This design comes from an exercise in tuning for small area and a short achievable clock period on the open sky130 flow, not from production work.
In this exercise RTL edits were held to simulation tests only and were not proved equivalent to the original.
Power figures rest on the tool's default switching activity, not on a simulated workload.

Setup of run 1:
==> flow/design.v (excerpt) <==
module minifloat_pipe (
    input  wire        clk,
    input  wire        rst,
    input  wire        in_valid,
    input  wire [4:0]  op,
    input  wire [31:0] a,
    input  wire [31:0] b,
    output wire [31:0] y,
    output reg  [1:0]  st,
    output reg         out_valid
);
    localparam ST_OK      = 2'd0;
    localparam ST_ABSENT  = 2'd1;
    localparam ST_ILLEGAL = 2'd2;
    wire [2:0] dab = a[6:4] - b[6:4];
    wire [2:0] dba = b[6:4] - a[6:4];
    wire       bgt = (b[6:4] > a[6:4]);
    reg [4:0]  op_q;
    reg [31:0] a_q;
    reg [7:0]  b_q;
    reg        swp_q;
    reg [2:0]  d_q;
    reg        v1;
    always @(posedge clk) begin
        if (rst) v1 <= 1'b0;
        else     v1 <= in_valid;
        op_q  <= op;
        a_q   <= a;
        b_q   <= b[7:0];
        swp_q <= bgt;
        d_q   <= bgt ? dba : dab;
    end
    wire [7:0] va = a_q[7:0];
    wire [7:0] vb = b_q;
    wire        is_add = (op_q[4:1] == 4'b0110);
    wire [10:0] add_x;
    wire        add_s, add_tie;
    mf_adder u_add (.a(va), .b({vb[7] ^ op_q[0], vb[6:0]}), .swp(swp_q), .d(d_q),
                    .x(add_x), .s(add_s), .tie(add_tie));
    wire [2:0]  add_e = swp_q ? vb[6:4] : va[6:4];
    wire [7:0] mul_p;
    wire [2:0] mul_e;
    wire       mul_sat, mul_under, mul_s;
    mf_multiplier u_mul (.a(va), .b(vb), .p(mul_p), .e(mul_e), .sat(mul_sat),
                         .under(mul_under), .s(mul_s));
    wire [7:0] xfrom_y, afrom_y;
    wire       xfrom_absent;
    mf_converter u_conv (.f(a_q), .exact_y(xfrom_y), .exact_absent(xfrom_absent),
                         .approx_y(afrom_y));
    reg [10:0] o_d;
    reg [2:0]  ne_d;
    reg        nsat_d, rs_d, rz_d;
    reg [1:0]  cls_d, st_d;
    always @* begin
        o_d    = 11'd0;
        ne_d   = 3'd0;
        nsat_d = 1'b0;
        rs_d   = 1'b0;
        rz_d   = 1'b0;
        cls_d  = 2'd1;
        st_d   = ST_OK;
        case (op_q)
            5'd0:  o_d = 11'd0;
            5'd1:  o_d = 11'h21;
  ...
==> flow/config.mk <==
export PLATFORM = sky130hd
export DESIGN_NAME = minifloat_pipe
export DESIGN_NICKNAME = minifloat_pipe
export VERILOG_FILES = /design/flow/design.v
export SDC_FILE = /design/flow/constraint.sdc
export NUM_CORES = 4
export LEC_CHECK = 0
export CAP_MARGIN = 20
export CORE_MARGIN = 2
export CORE_UTILIZATION = 40
export CTS_BUF_LIST = sky130_fd_sc_hd__clkbuf_8
export SLEW_MARGIN = 20
==> flow/constraint.sdc <==
create_clock -name core_clock -period 15.0 [get_ports {clk}]
set_input_delay 3.0000 -clock core_clock [delete_from_list [all_inputs] [get_ports {clk}]]
set_output_delay 3.0000 -clock core_clock [all_outputs]
set_load 0.01 [all_outputs]
standard.sh (not shown) runs the stock make flow with config.mk's settings and CLKGATE_MAP_FILE= SYNTH_SCRIPT=/design/flow/synth_recipe.tcl, a recipe that flattens the netlist after the stock synthesis.
==> flow/flow/run.sh <==
#!/bin/bash
set -euo pipefail
export BUFFER_PORTS_ARGS="-buffer_cell sky130_fd_sc_hd__buf_1"
bash standard.sh SETUP_SLACK_MARGIN=11 finish > standard.log 2>&1
Run 1 finished all stages; the layout is clean.
Here is what was changed in the inputs of run 2 compared with run 1.
- changing CORE_UTILIZATION from 40 to 65
## What came out
- Of run 1 and run 2, run 2 shows the higher combinational fraction of design power, with run 1 below it.
- The run with more routed wire is run 2, not run 1.
- Run 2 vs run 1 on minimum setup slack in the final design: run 2 is the lower one.
- Lower total power was reported by run 2, not run 1.
Input-level comparison between run 3 and run 2:
- CORE_UTILIZATION: 65 -> 50
## What came out
[compare] base=run 2 new=run 3: routed wire length lost 4.2%, global-route wire length before repair lost about 3%, total power consumption of the routed design lost about 0.8%, standby leakage power neither gained nor lost much, portion of total power attributed to the clock network picked up an extra 1.1 points. Run 2 ended up with d_q[2] as its worst setup path endpoint; run 3 ended up with y[26]. When run 3 is measured against run 2, its length of routed met3 wiring turns out 460 um lower.

[afterwards: timing with drivers on the ports]
In the flow no input, the clock included, has a driving cell. The finished layouts below were timed again as built, in two steps. Step 1, drivers: a clkbuf_16 drives clk and a buf_2 each remaining input, both assumed. Step 2 times the ports against the registers' clock, not the clock port: input delays grow and output delays shrink by t, the midpoint of the rising clock arrivals with the driver on. a / b / c = ideal ports / drivers / drivers and shift; a / b = the first two.
| run | shift t [ns] | setup WS [ns] | slew at the worst register clock pin (ns) |
|---|---|---|---|
| run 1 | 0.408 | 11.067 / 11.078 / 10.671 | 0.09 / 0.09 |
| run 2 | 0.395 | 11.034 / 11.044 / 10.649 | 0.10 / 0.10 |
| run 3 | 0.417 | 11.075 / 11.038 / 10.685 | 0.10 / 0.10 |
After both steps setup and hold are still met in every run listed. For run 1, which loses most, drivers alone change the setup slack by +0.011 ns; drivers and shift together by -0.396 ns.
